This is an optimization exercise on Yosys and OpenROAD, whose aim is small area, a short achievable clock period and few clock cycles per item, not a production implementation. Only simulation tests tie the RTL to the original design; equivalence was not proved. No activity file was given, so power comes from the tool's default toggle rates.

<file path="flow/design.v">
module modbus_engine #(
    parameter N_COIL    = 64,
    parameter N_DI      = 32,
    parameter N_HR      = 32,
    parameter N_IR      = 16,
    parameter BASE_COIL = 16'h0010,
    parameter BASE_DI   = 16'h0200,
    parameter BASE_HR   = 16'h0100,
    parameter BASE_IR   = 16'h0300,
    parameter EXC_ADDR  = 8'h02
) (
    input  wire               clk,
    input  wire               rst,
    input  wire               rx_valid,
    input  wire [7:0]         rx_data,
    output wire               rx_ready,
    output wire               tx_valid,
    output wire [7:0]         tx_data,
    output wire               tx_last,
    input  wire               tx_ready,
    input  wire [N_DI-1:0]    di_in,
    input  wire [16*N_IR-1:0] ir_in
);
    integer i, b;
    reg  [4:0]  pos;         
    reg  [15:0] rem;         
    reg         rem1;        
    reg         decided;     
    reg         dec_q;       
    reg         pend;        
    reg  [1:0]  rc_q;        
    reg  [7:0]  f0, f1, f2, f3, f4, f5, f6, f7, f8, f9, f10, f11, f12, f13, f14, f15, f16;
    reg  [6:0]  wleft;       
    reg  [5:0]  wptr;        
    reg         we_q;        
    reg         cwe_q;       
    reg  [15:0] wd_q;
    reg  [5:0]  wa_q;
    reg  [7:0]  cm_q;        
    reg  [63:0]  coil;
    reg  [511:0] hr;
    reg  [31:0]  vld;
    reg         tx_act;
    reg  [6:0]  o;           
    reg  [1:0]  tx_exc;
    reg         tx_bits, tx_regs, tx_echo, tx_pin, tx_17, tx_rwok;
    reg  [6:0]  tx_lo;       
    reg  [4:0]  tx_ptr;      
    reg  [2:0]  tx_sh;       
    reg  [6:0]  tx_bl;       
    reg         txv_q, txl_q;
    reg  [7:0]  txd_q;
    wire [15:0] L   = {f4, f5};
    wire [7:0]  fc  = f7;
    wire [15:0] A   = {f8, f9};
    wire [15:0] Q   = {f10, f11};
    wire [15:0] WA  = {f12, f13};
    wire [15:0] WQ  = {f14, f15};
    wire fc01 = fc == 8'h01, fc02 = fc == 8'h02, fc03 = fc == 8'h03, fc04 = fc == 8'h04;
    wire fc05 = fc == 8'h05, fc06 = fc == 8'h06, fc0f = fc == 8'h0F, fc10 = fc == 8'h10;
    wire fc16 = fc == 8'h16, fc17 = fc == 8'h17;
    wire q0   = Q == 16'd0;
    wire wq0  = WQ == 16'd0;
    wire [7:0] ceil8 = ({1'b0, Q[10:0]} + 12'd7) >> 3;    
    wire [6:0] ca      = A[6:0] - 7'h10;                  
    wire a_coil        = (A[15:7] == 9'd0) && (A[6:0] >= 7'h10) && (A[6:0] <= 7'h4F);
    wire rng_coil      = a_coil && (Q[15:7] == 9'd0) && ({2'b00, ca[5:0]} + {1'b0, Q[6:0]} <= 8'd64);
    wire a_di          = A[15:5] == 11'h010;
    wire rng_di        = a_di && (Q[15:6] == 10'd0) && ({2'b00, A[4:0]} + {1'b0, Q[5:0]} <= 7'd32);
    wire a_hr          = A[15:5] == 11'h008;
    wire rng_hr        = a_hr && (Q[15:6] == 10'd0) && ({2'b00, A[4:0]} + {1'b0, Q[5:0]} <= 7'd32);
    wire a_ir          = A[15:4] == 12'h030;
    wire rng_ir        = a_ir && (Q[15:5] == 11'd0) && ({2'b00, A[3:0]} + {1'b0, Q[4:0]} <= 6'd16);
    wire rng_hrw       = (WA[15:5] == 11'h008) && (WQ[15:6] == 10'd0) &&
                         ({2'b00, WA[4:0]} + {1'b0, WQ[5:0]} <= 7'd32);
    reg e3, e2, e1;
    always @(*) begin
        e3 = 1'b0; e2 = 1'b0; e1 = 1'b0;
        case (fc)
            8'h01, 8'h02: begin
                e3 = L < 16'd6 || q0 || Q > 16'd2000;
                e2 = fc01 ? !rng_coil : !rng_di;
            end
            8'h03, 8'h04: begin
                e3 = L < 16'd6 || q0 || Q > 16'd125;
                e2 = fc03 ? !rng_hr : !rng_ir;
            end
            8'h05: begin
                e3 = L < 16'd6 || (!q0 && Q != 16'hFF00);
                e2 = !a_coil;
            end
            8'h06: begin
                e3 = L < 16'd6;
                e2 = !a_hr;
            end
            8'h0F: begin
                e3 = L < 16'd7 || q0 || Q > 16'd1984 || f12 < ceil8 ||
                     L < {8'd0, f12} + 16'd7;
                e2 = !rng_coil;
            end
            8'h10: begin
                e3 = L < 16'd7 || q0 || Q > 16'd123 || f12 != {Q[6:0], 1'b0} ||
                     L < {8'd0, f12} + 16'd7;
                e2 = !rng_hr;
            end
            8'h16: begin
                e3 = L < 16'd8;
                e2 = !a_hr;
            end
            8'h17: begin
                e3 = L < 16'd11 || q0 || Q > 16'd125 || wq0 || WQ > 16'd121 ||
                     f16 != {WQ[6:0], 1'b0} || L < {8'd0, f16} + 16'd11;
                e2 = !rng_hrw || !rng_hr;
            end
            default: e1 = 1'b1;
        endcase
    end
    wire [1:0] rc_c = e1 ? 2'd1 : e3 ? 2'd3 : e2 ? 2'd2 : 2'd0;
    wire       ok_c = rc_c == 2'd0;
    reg [4:0] dpos;
    always @(*) begin
        case (fc)
            8'h01, 8'h02, 8'h03, 8'h04, 8'h05, 8'h06: dpos = 5'd11;
            8'h0F, 8'h10: dpos = 5'd12;
            8'h16:        dpos = 5'd13;
            8'h17:        dpos = 5'd16;
            default:      dpos = 5'd8;
        endcase
    end
    wire        dec16  = dec_q && fc16;
    wire [4:0]  raddr  = dec16 ? f9[4:0] : tx_ptr;
    wire [15:0] hr_rd  = hr[16*raddr +: 16] & {16{vld[raddr]}};
    wire tx_hr_rd   = tx_act && tx_regs && !tx_pin;    
    wire tx_coil_rd = tx_act && tx_bits && !tx_pin;    
    wire blk_field = (pos <= 5'd13) && (pend || dec_q || (tx_act && o <= {2'b00, pos}));
    wire blk_haz   = (!decided && pos >= 5'd8 && pos == dpos &&
                      ((fc05 && tx_coil_rd) || ((fc06 || fc16) && tx_hr_rd))) ||
                     (wleft != 7'd0 && pend && (fc0f ? tx_coil_rd : tx_hr_rd));
    assign rx_ready = !blk_field && !dec_q && !blk_haz;
    wire        fire    = rx_valid && rx_ready;
    wire [15:0] L_now   = {f4, rx_data};
    wire        last    = (pos == 5'd5) ? (L_now == 16'd0) : (pos >= 5'd6) && rem1;
    wire        trig    = !decided && ((pos == 5'd7 && last) || (pos >= 5'd8 && (last || pos == dpos)));
    wire        rx_wr_busy = (wleft != 7'd0) || we_q;
    wire [7:0]  cmask   = (wleft >= 7'd8) ? 8'hFF : ((8'd1 << wleft[2:0]) - 8'd1);
    always @(posedge clk) begin
        if (rx_ready) begin
            if (pos == 5'd0)  f0  <= rx_data;
            if (pos == 5'd1)  f1  <= rx_data;
            if (pos == 5'd2)  f2  <= rx_data;
            if (pos == 5'd3)  f3  <= rx_data;
            if (pos == 5'd4)  f4  <= rx_data;
            if (pos == 5'd5)  f5  <= rx_data;
            if (pos == 5'd6)  f6  <= rx_data;
            if (pos == 5'd7)  f7  <= rx_data;
            if (pos == 5'd8)  f8  <= rx_data;
            if (pos == 5'd9)  f9  <= rx_data;
            if (pos == 5'd10) f10 <= rx_data;
            if (pos == 5'd11) f11 <= rx_data;
            if (pos == 5'd12) f12 <= rx_data;
            if (pos == 5'd13) f13 <= rx_data;
            if (pos == 5'd14) f14 <= rx_data;
            if (pos == 5'd15) f15 <= rx_data;
            if (pos == 5'd16) f16 <= rx_data;
        end
        if (fire) begin
            if (pos == 5'd5) begin
                rem  <= L_now;
                rem1 <= L_now == 16'd1;
            end else begin
                rem  <= rem - 16'd1;
                rem1 <= rem == 16'd2;
            end
        end
        we_q  <= 1'b0;
        cwe_q <= 1'b0;
        if (dec_q) begin
            rc_q <= rc_c;
            wleft <= !ok_c ? 7'd0 : fc0f ? Q[6:0] : fc10 ? f12[6:0] : fc17 ? f16[6:0] : 7'd0;
            wptr  <= fc0f ? ca[5:0] : fc10 ? {1'b0, f9[4:0]} : {1'b0, f13[4:0]};
            if (fc05) begin
                cwe_q <= ok_c;
                wa_q  <= ca[5:0];
                wd_q[7:0] <= {8{f10[0]}};
                cm_q  <= 8'h01;
            end
            if (fc06 || fc16) begin
                we_q <= ok_c;
                wa_q <= {1'b0, f9[4:0]};
                wd_q <= fc06 ? {f10, f11} : ((hr_rd & Q) | (WA & ~Q));
            end
        end else if (fire && wleft != 7'd0) begin
            if (fc0f) begin
                cwe_q     <= 1'b1;
                wd_q[7:0] <= rx_data;
                wa_q      <= wptr;
                cm_q      <= cmask;
                wptr      <= wptr + 6'd8;
                wleft     <= (wleft > 7'd8) ? wleft - 7'd8 : 7'd0;
            end else begin
                if (!wleft[0]) begin
                    wd_q[15:8] <= rx_data;
                end else begin
                    wd_q[7:0] <= rx_data;
                    we_q      <= 1'b1;
                    wa_q      <= wptr;
                    wptr      <= wptr + 6'd1;
                end
                wleft <= wleft - 7'd1;
            end
        end
        if (rst) begin
            pos     <= 5'd0;
            decided <= 1'b0;
            dec_q   <= 1'b0;
            wleft   <= 7'd0;
            we_q    <= 1'b0;
            cwe_q   <= 1'b0;
        end else begin
            dec_q <= fire && trig;
            if (fire) begin
                if (last)
                    pos <= 5'd0;
                else if (pos != 5'd17)
                    pos <= pos + 5'd1;
                if (last)
                    decided <= 1'b0;
                else if (trig)
                    decided <= 1'b1;
            end
        end
    end
    wire [15:0] dwin = {8'd0, wd_q[7:0]} << wa_q[2:0];
    wire [15:0] mwin = {8'd0, cm_q} << wa_q[2:0];
    wire [3:0]  cg   = {1'b0, wa_q[5:3]};
    always @(posedge clk) begin
        for (i = 0; i < 32; i = i + 1)
            if (we_q && wa_q[4:0] == i)
                hr[16*i +: 16] <= wd_q;
        if (rst) begin
            vld  <= 32'd0;
            coil <= 64'd0;
        end else begin
            for (i = 0; i < 32; i = i + 1)
                if (we_q && wa_q[4:0] == i)
                    vld[i] <= 1'b1;
            if (cwe_q) begin
                for (i = 0; i < 8; i = i + 1)
                    for (b = 0; b < 8; b = b + 1) begin
                        if (cg == i && mwin[b])
                            coil[8*i + b] <= dwin[b];
                        else if (cg + 4'd1 == i && mwin[8 + b])
                            coil[8*i + b] <= dwin[8 + b];
                    end
            end
        end
    end
    wire [127:0] bsp  = {32'd0, di_in, coil};
    wire [15:0]  bwin = bsp[8*tx_ptr[3:0] +: 16];
    wire [7:0]   bmask = (tx_bl >= 7'd8) ? 8'hFF : ((8'd1 << tx_bl[2:0]) - 8'd1);
    wire [7:0]   bbyte = (bwin >> tx_sh) & bmask;
    wire [15:0]  rword = tx_pin ? ir_in[16*tx_ptr[3:0] +: 16] : hr_rd;
    wire [7:0]   rbyte = o[0] ? rword[15:8] : rword[7:0];
    reg [7:0] tbyte;
    always @(*) begin
        case (o)
            7'd0: tbyte = f0;
            7'd1: tbyte = f1;
            7'd2: tbyte = f2;
            7'd3: tbyte = f3;
            7'd4: tbyte = 8'h00;
            7'd5: tbyte = tx_lo - 7'd5;
            7'd6: tbyte = f6;
            7'd7: tbyte = {f7[7] | (tx_exc != 2'd0), f7[6:0]};
            7'd8: tbyte = (tx_exc != 2'd0) ? {6'd0, tx_exc} : tx_echo ? f8 : {1'b0, tx_lo - 7'd8};
            default:
                if (tx_echo) begin
                    case (o[3:0])
                        4'd9:    tbyte = f9;
                        4'd10:   tbyte = f10;
                        4'd11:   tbyte = f11;
                        4'd12:   tbyte = f12;
                        default: tbyte = f13;
                    endcase
                end else if (tx_bits)
                    tbyte = bbyte;
                else
                    tbyte = rbyte;
        endcase
    end
    wire t_last   = o == tx_lo;
    wire gen_ok   = tx_act && !(tx_17 && o >= 7'd9 && !tx_rwok);
    wire gen_adv  = gen_ok && (!txv_q || tx_ready);
    wire tx_start = pend && (!tx_act || (gen_adv && t_last));
    wire       s_exc  = rc_q != 2'd0;
    wire       s_bits = !s_exc && (fc01 || fc02);
    wire       s_regs = !s_exc && (fc03 || fc04 || fc17);
    wire [6:0] s_lo   = s_exc ? 7'd8 : s_bits ? 7'd8 + {3'd0, ceil8[3:0]} :
                        s_regs ? 7'd8 + {Q[5:0], 1'b0} : fc16 ? 7'd13 : 7'd11;
    wire [6:0] s_bb   = fc01 ? {1'b0, ca[5:0]} : {2'b10, A[4:0]};
    always @(posedge clk) begin
        if (gen_adv) begin
            txd_q <= tbyte;
            txl_q <= t_last;
            o     <= o + 7'd1;
            if (o >= 7'd9) begin
                if (tx_bits) begin
                    tx_ptr <= tx_ptr + 5'd1;
                    tx_bl  <= (tx_bl > 7'd8) ? tx_bl - 7'd8 : 7'd0;
                end else if (!o[0])
                    tx_ptr <= tx_ptr + 5'd1;
            end
        end
        if (tx_start) begin
            o       <= 7'd0;
            tx_exc  <= rc_q;
            tx_bits <= s_bits;
            tx_regs <= s_regs;
            tx_echo <= !s_exc && (fc05 || fc06 || fc0f || fc10 || fc16);
            tx_pin  <= fc02 || fc04;
            tx_17   <= !s_exc && fc17;
            tx_lo   <= s_lo;
            tx_ptr  <= s_bits ? {1'b0, s_bb[6:3]} : (fc04 ? {1'b0, A[3:0]} : A[4:0]);
            tx_sh   <= s_bb[2:0];
            tx_bl   <= Q[6:0];
        end
        if (tx_start)
            tx_rwok <= 1'b0;
        else if (!rx_wr_busy)
            tx_rwok <= 1'b1;
        if (rst) begin
            tx_act <= 1'b0;
            txv_q  <= 1'b0;
            pend   <= 1'b0;
        end else begin
            if (gen_adv)
                txv_q <= 1'b1;
            else if (tx_ready)
                txv_q <= 1'b0;
            if (tx_start)
                tx_act <= 1'b1;
            else if (gen_adv && t_last)
                tx_act <= 1'b0;
            if (dec_q)
                pend <= 1'b1;
            else if (tx_start)
                pend <= 1'b0;
        end
    end
    assign tx_valid = txv_q;
    assign tx_data  = txd_q;
    assign tx_last  = txl_q;
endmodule
</file>
<file path="flow/run.sh">
#!/bin/bash
# synth_recipe.tcl (not shown) runs the flow's synth.tcl, then flattens the netlist and writes it again
# the make line also repeats each setting of config.mk as NAME=value (left out here)
make -C /OpenROAD-flow-scripts/flow DESIGN_CONFIG=/design/flow/config.mk WORK_HOME=/design/flow/orfs CLKGATE_MAP_FILE= SYNTH_SCRIPT=/design/flow/synth_recipe.tcl finish
</file>
<file path="flow/config.mk">
export PLATFORM = sky130hd
export DESIGN_NAME = modbus_engine
export DESIGN_NICKNAME = modbus_engine
export VERILOG_FILES = /design/flow/design.v
export SDC_FILE = /design/flow/constraint.sdc
export NUM_CORES = 4
export LEC_CHECK = 0
export CAP_MARGIN = 20
export CORE_MARGIN = 2
export CORE_UTILIZATION = 25
export PLACE_DENSITY = 0.45
export SLEW_MARGIN = 20
</file>
<file path="flow/constraint.sdc">
create_clock -name core_clock -period 12.0 [get_ports {clk}]
set_input_delay 2.4000 -clock core_clock [delete_from_list [all_inputs] [get_ports {clk}]]
set_output_delay 2.4000 -clock core_clock [all_outputs]
set_load 0.01 [all_outputs]
</file>
==> out/metrics.yaml <==
slowest_delay_ps: 650
setup_viol: 0
startpoint_type: "register"
tns_ps: 0
syn-instance-count: 3948
setup_ws_ps: 5250
synthArstFlopShare: 0
finalHoldViolations: 0
cts_max_path_buffers: 3
path_cells: "or3_1 > or3_1 > nand2_1 > a21oi_1 > nor2_1 > o211ai_1 > nor2_1 > clkdlybuf4s50_1"
wirelength_mm: 179.6
fp.dieW_um: 428.7
fin_crit_sh: 0.5625
initial_core_util: 0.2522
track_usage: 0.1896
design.core.area_um2: 178800
postRouteAntennaNets: 0
crit_path_top_delay_cell: "clkdlybuf4s50_1"
root_buffer: "clkbuf_16"
yosys_warnings: 1
drv_cap: 0
drt_iter0_markers: 3906
p_seq_frac: 0.471
post-place-ws_ps: 5640
p_sw_frac: 0.2657
dp_hpwl_mm: 120.9
p_leak_nw: 17.83
clock_skew_ps: 36.57
cts_tree: "built"
ys.flop_type: "edfxtp_1"
cts_hold_buf: 0
critical_path_required_ps: 9600
ff2ff_path_depth: 12
syn_nets: 4323
io_buffers: 310
dr.pass1.iters: 6
fin_crit_ps: 6750
p_comb_frac: 0.126
worstReg2RegEnd: "txd_q[2]"
gp_congestion: 0.8948
synth_edf_count: 741
ctsResizeCount: 0
report.final.slew_viol_count: 0
endpoint_kind: "output pin"
ios: 311
grt_overflow_total: 0
fmax_mhz: 148.1
synth-seq-area-share: 0.5502
routedWlPerCell_um: 27.17
die_h_um: 428.7
relSlewSlack: 0.2187
routed_via_density: 5.335
ys_ff_latch: 869
reg2reg_from: "f7[1]"
hold_path_class: "register to register"
antenna_found_initial: 20
crit_start: "f7[6]"
p_clk_frac: 0.403
switchingPower_w: 0.001979
fin_nets: 4546
cpLargestDelayFamily: "simple AND/OR/NAND/NOR gates"
htree_levels: 3
syn_area_um2: 45100
max_slew.worst_pin.slew_ps: 1172
synth.distinct_cells: 99
worstHoldPathCells: 2
critPathKind: "register to output pin"
drc_errors: 0
rrSetupSlack_ps: 5710
grt_pass1_vias: 34170
cts_made_buffers: 98
hp-start: "vld[13]"
syn_to_final_growth_pct: 20.26
vias: 35280
p_int_w: 0.005470
postCtsSetupBuffers: 0
clkSlewWorstSetupHoldPaths_ps: 60
dieArea_um2: 183800
path_max_fanout: 10
grt_max_degree: 137
peakVddDrop_mv: 0.1165
drive_gt1_frac: 0.1131
crit_cells: 8
rows: 155
power_per_cell_area_nw_per_um2: 137.3
hold_end: "vld[13]"
syn_area_per_cell_um2: 11.42
status: "timing/DRC/antenna clean"
crit_buf_inv: 1
p_total_w: 0.007449
clock_latency_ps: 740
cp_data_arrival_time_ps: 4350
cts.sinks: 869
rsz0062_at_grt: "no"
fillCellCount: 18280
grt_pass1_wl_mm: 255.5
-- how the worst max path moves through the flow --
stage	end	slack [ps]
CTS	rx_ready	5190
finish	rx_ready	5250
detailed placement	txd_q[4]	5640
global placement	txd_q[4]	5700
floorplan	rx_ready	7370
global route	rx_ready	5100
-- routing by layer --
metal	global-route usage	vias to the layer above	wire length, µm
met1	0.2591	17950	78910
met5	0	-	44
li1	-	15670	-
met3	0.02871	279	10810
met2	0.3068	1373	83770
met4	0.06111	6	6093
-- worst reg2reg max path: stages (launching register included) --
cell      delay [ps]
edfxtp_1         830
and3b_1          700
nand4_1          200
buf_4            350
nand2_8          680
buf_4            720
buf_4            660
mux4_2           640
a21oi_1          200
a211oi_1         100
a21oi_1          570
o22ai_1          180
a22o_1           220
-- metrics by stage --
stage | area (µm²) | util | instances | hold WS [ps]
2_1_floorplan | 45100 | - | 3948 | 399.1
3_3_place_gp | 50960 | 0.2850 | 6422 | 452.4
3_5_place_dp | 50990 | 0.2851 | 6424 | 466.1
4_1_cts | 54160 | 0.3029 | 6607 | 475.4
5_1_grt | 54230 | 0.3033 | 6611 | 508.4
6_report | 54230 | 0.3033 | 6612 | 485.7
-- cells in the final DEF, fill, tap and decap left out, types with 100 or more instances in the layout --
cell / n
a21oi_1: 193
buf_4: 100
clkdlybuf4s50_1: 309
dfxtp_1: 126
edfxtp_1: 741
mux2i_1: 141
mux4_2: 123
nand2_1: 536
nand3_1: 162
nor2_1: 219
nor3_1: 115
o21ai_0: 139
-- power by group through the flow --
stage,combinational (W),sequential (W),clock (W)
after floorplan,0.000457,0.00358,0
after global placement,0.000918,0.00357,0
after detailed placement,0.000927,0.00357,0
after CTS,0.000930,0.00351,0.00307
after global routing,0.00101,0.00351,0.00317
final,0.000940,0.00351,0.00300
-- layout make-up --
type	instances	area, µm²	share of cell area
Tap cell	2355	2947	0.05433
Clock buffer	128	2656	0.04898
Multi-Input combinational cell	2710	19050	0.3513
Timing Repair Buffer	413	3934	0.07253
Sequential cell	869	24820	0.4576
Antenna cell	3	7.507	0.0001384
Inverter	79	296.5	0.005468
Clock inverter	55	523.0	0.009644
-- Yosys cell counts (72+ instances only) --
cell type    n  area share
mux2i_1    143       0.032
ha_1        73       0.020
inv_1       73      0.0061
o21ai_0    140       0.016
o22ai_1     78       0.011
dfxtp_1    128       0.057
nor3_1     122       0.014
clkbuf_1   187       0.016
mux4_2     123       0.061
nor2_1     254       0.021
a21oi_1    193       0.021
edfxtp_1   741        0.49
nand3_1    162       0.018
nand2_1    538       0.045
a211oi_1    72       0.012
-- logic make-up (layout without fill, tap and decap cells) --
family,count (synthesis),after routing,share of synthesized area
AOI/OAI and AO/OA,891,891,0.1377
xor gates and xnor gates,96,96,0.01864
adders and majority gates,75,75,0.02114
buffers and inverters,369,675,0.03368
DFF,869,869,0.5502
muxes,289,289,0.09916
other,0,3,0
and+or+nand+nor,1359,1359,0.1395
-- flip-flops by register name, indices dropped and copies added, names as in the netlist, 16 cells and up, named ones only --
| register | count |
|---|---|
| rem | 16 |
| hr | 512 |
| coil | 64 |
| vld | 32 |
| wd_q | 16 |
Testbench counts, summed over its fixed seeds: cycles 78,628, items 3,200.

==> separate check: timing with driven ports <==
In the flow no input, the clock included, has a driving cell. The finished layout below was timed again as built, in two steps. Step 1, drivers: a clkbuf_16 drives clk and a buf_2 each remaining input, both assumed. Step 2, shift: input delay + t, output delay - t, t = (earliest + latest rising clock arrival at the registers) / 2. This alone moves slack from input paths to output paths. Slacks: ideal ports / drivers / drivers and shift; pairs: ideal ports / drivers.
t (ns): 0.795
slack for setup (ns): 5.250 / 5.173 / 5.706
latest minus earliest clock arrival (ns): 0.037 / 0.037
worst data-port slew with drivers (ns): 0.14
After both steps this run still meets setup and hold. The setup slack of this run moves by -0.077 ns with the drivers and by +0.456 ns with both steps.
